Context: an optimization exercise on an open-source flow, tuned for small area, a short achievable clock period and few clock cycles. The choices shown serve that exercise and are no tape-out recipe.
Only simulation tests tie the RTL to the original design; equivalence was not proved.

===== config.mk =====
export PLATFORM = sky130hd
export DESIGN_NAME = pcm_scaler
export DESIGN_NICKNAME = pcm_scaler
export VERILOG_FILES = /design/flow/design.v
export SDC_FILE = /design/flow/constraint.sdc
export NUM_CORES = 4
export LEC_CHECK = 0
export CAP_MARGIN = 20
export CORE_MARGIN = 2
export CORE_UTILIZATION = 40
export SLEW_MARGIN = 20

===== design.v =====
module pcm_scaler (
    input  wire        clk,
    input  wire        rst,           
    input  wire        cfg_wr,
    input  wire        cfg_w16,       
    input  wire        cfg_signed,    
    input  wire        cfg_order,     
    input  wire        gain_wr,
    input  wire [31:0] gain_data,     
    output wire [16:0] gain_q,
    input  wire        in_valid,
    input  wire [7:0]  in_byte,
    output wire        in_ready,
    output reg         out_valid,
    output reg  [15:0] out_duty,
    input  wire        out_ready
);
    reg        a_w16;
    reg        a_signed;
    reg        a_order;
    reg [16:0] g;
    assign gain_q = g;
    wire signed [31:0] gain_x = gain_data;
    always @(posedge clk) begin
        if (rst) begin
            a_w16    <= 1'b0;
            a_signed <= 1'b0;
            a_order  <= 1'b0;
            g        <= 17'h10000;
        end else begin
            if (cfg_wr) begin
                a_w16    <= cfg_w16;
                a_signed <= cfg_signed;
                a_order  <= cfg_order;
            end
            if (gain_wr) begin
                if (gain_x < 0)
                    g <= 17'd0;
                else if (gain_x > 32'sd65536)
                    g <= 17'h10000;
                else
                    g <= gain_x[16:0];
            end
        end
    end
    reg         s1_valid;
    wire        s2_ready = !out_valid || out_ready;
    wire        s1_ready = !s1_valid || s2_ready;
    assign in_ready = s1_ready;
    wire in_fire = in_valid && in_ready;
    reg        have_b0;       
    reg [7:0]  b0;
    reg [15:0] s1_raw;        
    reg        s1_w16;
    reg        s1_signed;
    reg [16:0] s1_g;
    always @(posedge clk) begin
        if (rst) begin
            have_b0  <= 1'b0;
            s1_valid <= 1'b0;
        end else begin
            if (s1_valid && s2_ready)
                s1_valid <= 1'b0;
            if (cfg_wr)
                have_b0 <= 1'b0;
            if (in_fire) begin
                if (a_w16 && !have_b0) begin
                    b0      <= in_byte;
                    have_b0 <= 1'b1;
                end else begin
                    have_b0   <= 1'b0;
                    s1_valid  <= 1'b1;
                    s1_w16    <= a_w16;
                    s1_signed <= a_signed;
                    s1_g      <= g;
                    if (!a_w16)
                        s1_raw <= {8'h00, in_byte};
                    else if (a_order)
                        s1_raw <= {b0, in_byte};        
                    else
                        s1_raw <= {in_byte, b0};        
                end
            end
        end
    end
    reg  signed [16:0] s;
    always @(*) begin
        if (s1_w16) begin
            if (s1_signed)
                s = {{1{s1_raw[15]}}, s1_raw};
            else
                s = {1'b0, s1_raw};
        end else begin
            if (s1_signed)
                s = {{9{s1_raw[7]}}, s1_raw[7:0]};
            else
                s = {9'b0, s1_raw[7:0]};
        end
    end
    wire signed [17:0] mid    = s1_w16 ? 18'sd32768 : 18'sd128;
    wire signed [17:0] maxv   = s1_w16 ? 18'sd65535 : 18'sd255;
    wire        [8:0]  dscale = s1_w16 ? 9'd1 : 9'd257;
    wire signed [17:0] c = s1_signed ? {s[16], s} : ({s[16], s} - mid);
    wire signed [35:0] p = c * $signed({1'b0, s1_g});
    wire        [35:0] p_abs = p[35] ? -p : p;
    wire        [35:0] m     = (p_abs + 36'd32768) >> 16;
    wire signed [35:0] r     = p[35] ? -$signed(m) : $signed(m);
    wire signed [35:0] v_raw = r + mid;
    wire        [15:0] v     = (v_raw < 0)    ? 16'd0 :
                               (v_raw > maxv) ? maxv[15:0] :
                                                v_raw[15:0];
    wire        [24:0] duty  = v * dscale;
    always @(posedge clk) begin
        if (rst) begin
            out_valid <= 1'b0;
        end else if (s2_ready) begin
            out_valid <= s1_valid;
            if (s1_valid)
                out_duty <= duty[15:0];
        end
    end
endmodule

===== run.sh =====
#!/bin/bash
# synth_recipe.tcl (not shown) runs the flow's synth.tcl, then flattens the netlist and writes it again
# the make line also repeats each setting of config.mk as NAME=value (left out here)
make -C /OpenROAD-flow-scripts/flow DESIGN_CONFIG=/design/flow/config.mk WORK_HOME=/design/flow/orfs CLKGATE_MAP_FILE= SYNTH_SCRIPT=/design/flow/synth_recipe.tcl finish

===== constraint.sdc =====
create_clock -name core_clock -period 15.0 [get_ports {clk}]
set_input_delay 3.0000 -clock core_clock [delete_from_list [all_inputs] [get_ports {clk}]]
set_output_delay 3.0000 -clock core_clock [all_outputs]
set_load 0.01 [all_outputs]

==> summary.txt <==
[timing repair]
action | CTS | global route
cloned | 0 | 1
setup endpoints to repair | 1 | 6
gates resized for setup | 2 | 63
pin swaps | 0 | 18
buffers inserted | 0 | 28
[layout make-up]
class | instances | area (sq um) | share of cell area
clock buffers | 10 | 239 | 0.0114
multi-input cells | 1538 | 14700 | 0.704
well taps | 600 | 751 | 0.0358
clock inverters | 6 | 63.8 | 0.00305
inverters | 396 | 1490 | 0.0713
flip-flops and latches | 82 | 2230 | 0.107
repair buffers | 156 | 1420 | 0.0679
[worst min-delay path by stage]
stage               slack (ns)  depth (start not counted)                   to             startpoint
detailed placement        0.45                          0    s1_g[0]$_DFFE_PP_      g[0]$_SDFFE_PP0P_
global route              0.48                          0    s1_g[8]$_DFFE_PP_      g[8]$_SDFFE_PP0P_
global placement          0.44                          0   s1_g[16]$_DFFE_PP_     g[16]$_SDFFE_PP1P_
CTS                       0.47                          0    s1_g[4]$_DFFE_PP_      g[4]$_SDFFE_PP0P_
finish                    0.46                          0    s1_g[0]$_DFFE_PP_      g[0]$_SDFFE_PP0P_
floorplan                 0.41                          0  s1_signed$_DFFE_PP_  a_signed$_SDFFE_PP0P_
[synth_stat cells (30+ instances only)]
cell	count
a21oi_1	71
and2_1	163
clkbuf_1	74
edfxtp_1	59
fa_1	304
ha_1	125
inv_1	395
nand2_1	237
nor2_1	104
o21ai_0	51
xnor2_1	67
xor2_1	30
[cell families after synthesis]
kind of cell | after synthesis | synth area share
compound gates | 302 | 0.116
simple gates | 671 | 0.182
fa+ha+maj | 432 | 0.416
mux | 35 | 0.0196
flops | 82 | 0.121
xor+xnor | 98 | 0.0468
buf+inv | 480 | 0.0986
[sequential cells by signal, indices dropped and copies added, names as in the netlist, 8 cells and up]
name and count:
s1_g 17, out_duty 16, s1_raw 16, b0 8
g 17
[metrics by stage]
stage | setup WS (ns) | cells | hold slack (ns)
floorplan | 0.0188 | 2100 | 0.408
global placement | 0.196 | 2743 | 0.441
detailed placement | -0.0800 | 2743 | 0.446
CTS | 0.0714 | 2759 | 0.468
global route | -0.119 | 2788 | 0.475
finish | 0.670 | 2788 | 0.464
[per-layer routing]
metal  wire length, microns  global-route usage  part of all wire
met3                   1960              0.0125             0.042
met2                  23500               0.362              0.50
met5                      0                   0                 0
met4                    891              0.0421             0.019
met1                  20700               0.271              0.44
[worst register-to-register path: cells and delay by family (launching register included)]
kind | cells | cell delay (ns)
AO/OA/AOI/OAI | 16 | 2.72
XOR/XNOR | 6 | 1.07
buffers and inverters | 10 | 1.09
AND/OR/NAND/NOR | 19 | 3.24
flip-flops | 1 | 0.44
adder cells (fa/ha/maj) | 15 | 5.48
==> impl_metrics.env <==
export IMPL_crit_end="out_duty[15]$_DFFE_PP_"
export IMPL_setup_tns_ns=0
export IMPL_slowest_stage="fa_1"
export IMPL_relSlewSlack=0.302
export IMPL_yosysTopAreaCell="fa_1"
export IMPL_hpwl_mm=38.9
export IMPL_synth_cell_types=91
export IMPL_crit_start="s1_w16$_DFFE_PP_"
export IMPL_synth_edf_count=59
export IMPL_period_share=0.955
export IMPL_synth_ff_type="edfxtp_1"
export IMPL_grt_antenna_before_repair=2
export IMPL_rows=78
export IMPL_cp_num_cells=66
export IMPL_mostFrequentLayoutCell="inv_1"
export IMPL_cts_sinks=82
export IMPL_synth_top_area_frac=0.329
export IMPL_synth_nets=2578
export IMPL_r2r_end="out_duty[15]$_DFFE_PP_"
export IMPL_drc=0
export IMPL_synthArstFlopShare=0
export IMPL_fin_skew_ns=0.00861
export IMPL_cts_htree_levels=3
export IMPL_r2r_slack_ns=0.67
export IMPL_cts_path_max_buffers=2
export IMPL_coreArea_sq_um=45500
export IMPL_clk_latency_ns=0.33
export IMPL_diodes=0
export IMPL_gr_total_overflow=0
export IMPL_nets=2661
export IMPL_arrival_ns=14.41
export IMPL_outcome="finished clean"
export IMPL_gp_congestion=0.897
export IMPL_clkTransAtPathRegs_ns=0.06
export IMPL_die_area_sq_um=47900
export IMPL_yosys_top_cells_area="fa_1, edfxtp_1, ha_1"
export IMPL_setup_viol=0
export IMPL_drt_wl_total_mm=47.1
export IMPL_grt_max_degree=42
export IMPL_avgSynthCellArea_sq_um=8.80
export IMPL_hp_class="reg -> reg"
export IMPL_finalHoldViolCount=0
export IMPL_grt_pass1_vias=15709
export IMPL_worst_slew_pin_slew_ns=1.04
export IMPL_ioPinCount=84
export IMPL_num_vias=14826
export IMPL_slowest_delay_ns=0.55
export IMPL_ant_nets=0
export IMPL_r2r_start="s1_w16$_DFFE_PP_"
export IMPL_via_per_inst=5.32
export IMPL_min_period_ns=14.33
export IMPL_fillers=4473
export IMPL_final_util=0.461
export IMPL_drive_gt1_frac=0.0846
export IMPL_cp_num_buf_inv=10
export IMPL_area_growth_pct=13.3
export IMPL_post_dp_cell_area_sq_um=20100
export IMPL_cp_end_kind="flop"
export IMPL_final_area_sq_um=20900
export IMPL_cts_made_buffers=9
export IMPL_finalMaxSlewViolations=0
export IMPL_cts_tree="done"
export IMPL_cp_max_fo=8
export IMPL_crit_path_start_kind="flop"
export IMPL_synth_seq_cells=82
export IMPL_cp_required_ns=15.08
export IMPL_fp_dieH_microns=219
export IMPL_initial_utilization=0.406
export IMPL_netlist_instances=2100
export IMPL_path_class="reg -> reg"
export IMPL_port_buffers=83
export IMPL_yosysSeqAreaShare=0.121
export IMPL_grt_pass1_wl_mm=78.7
export IMPL_cap_violations=0
export IMPL_track_usage=0.202
export IMPL_drtIter0Drc=766
export IMPL_synthesis_area_sq_um=18500
export IMPL_layout_common_cells="inv_1, fa_1, nand2_1"
export IMPL_die_w_microns=219
export IMPL_postCtsHoldBufs=0
export IMPL_drt_pass1_iterations=5
export IMPL_root_buffer="clkbuf_16"
export IMPL_critical_path_top_delay_family="adder cells"
export IMPL_avgRoutedWirePerCell_microns=16.9
export IMPL_yosys_warnings=1
export IMPL_reg2reg_depth=66
export IMPL_max_freq_ghz=0.0698
Testbench counts, summed over its fixed seeds: cycles 22,705.

[re-timing with driven ports]
In the flow no input, the clock included, has a driving cell. The finished layout below was timed again as built, in two steps.
Step 1, drivers: a clkbuf_16 drives clk and a buf_2 each remaining input, both assumed.
Step 2 moves the port delays by t, midway between the first and last clock arrival at a register: inputs arrive t later, outputs are due t later. That takes back most of the time a late clock gives input paths.
Slacks: no drivers / after step 1 / after step 2; pairs: no drivers / after step 1.
shift t [ns]: 0.365
setup slack, ns: 0.670 / 0.670 / 0.670
worst setup path at the end: register to register
clock arrival spread, ns: 0.010 / 0.010
worst register clock-pin slew, ns: 0.06 / 0.06
After both steps setup and hold are still met in this run. For this run, drivers alone change the setup slack by 0.000 ns; drivers and shift together by 0.000 ns.
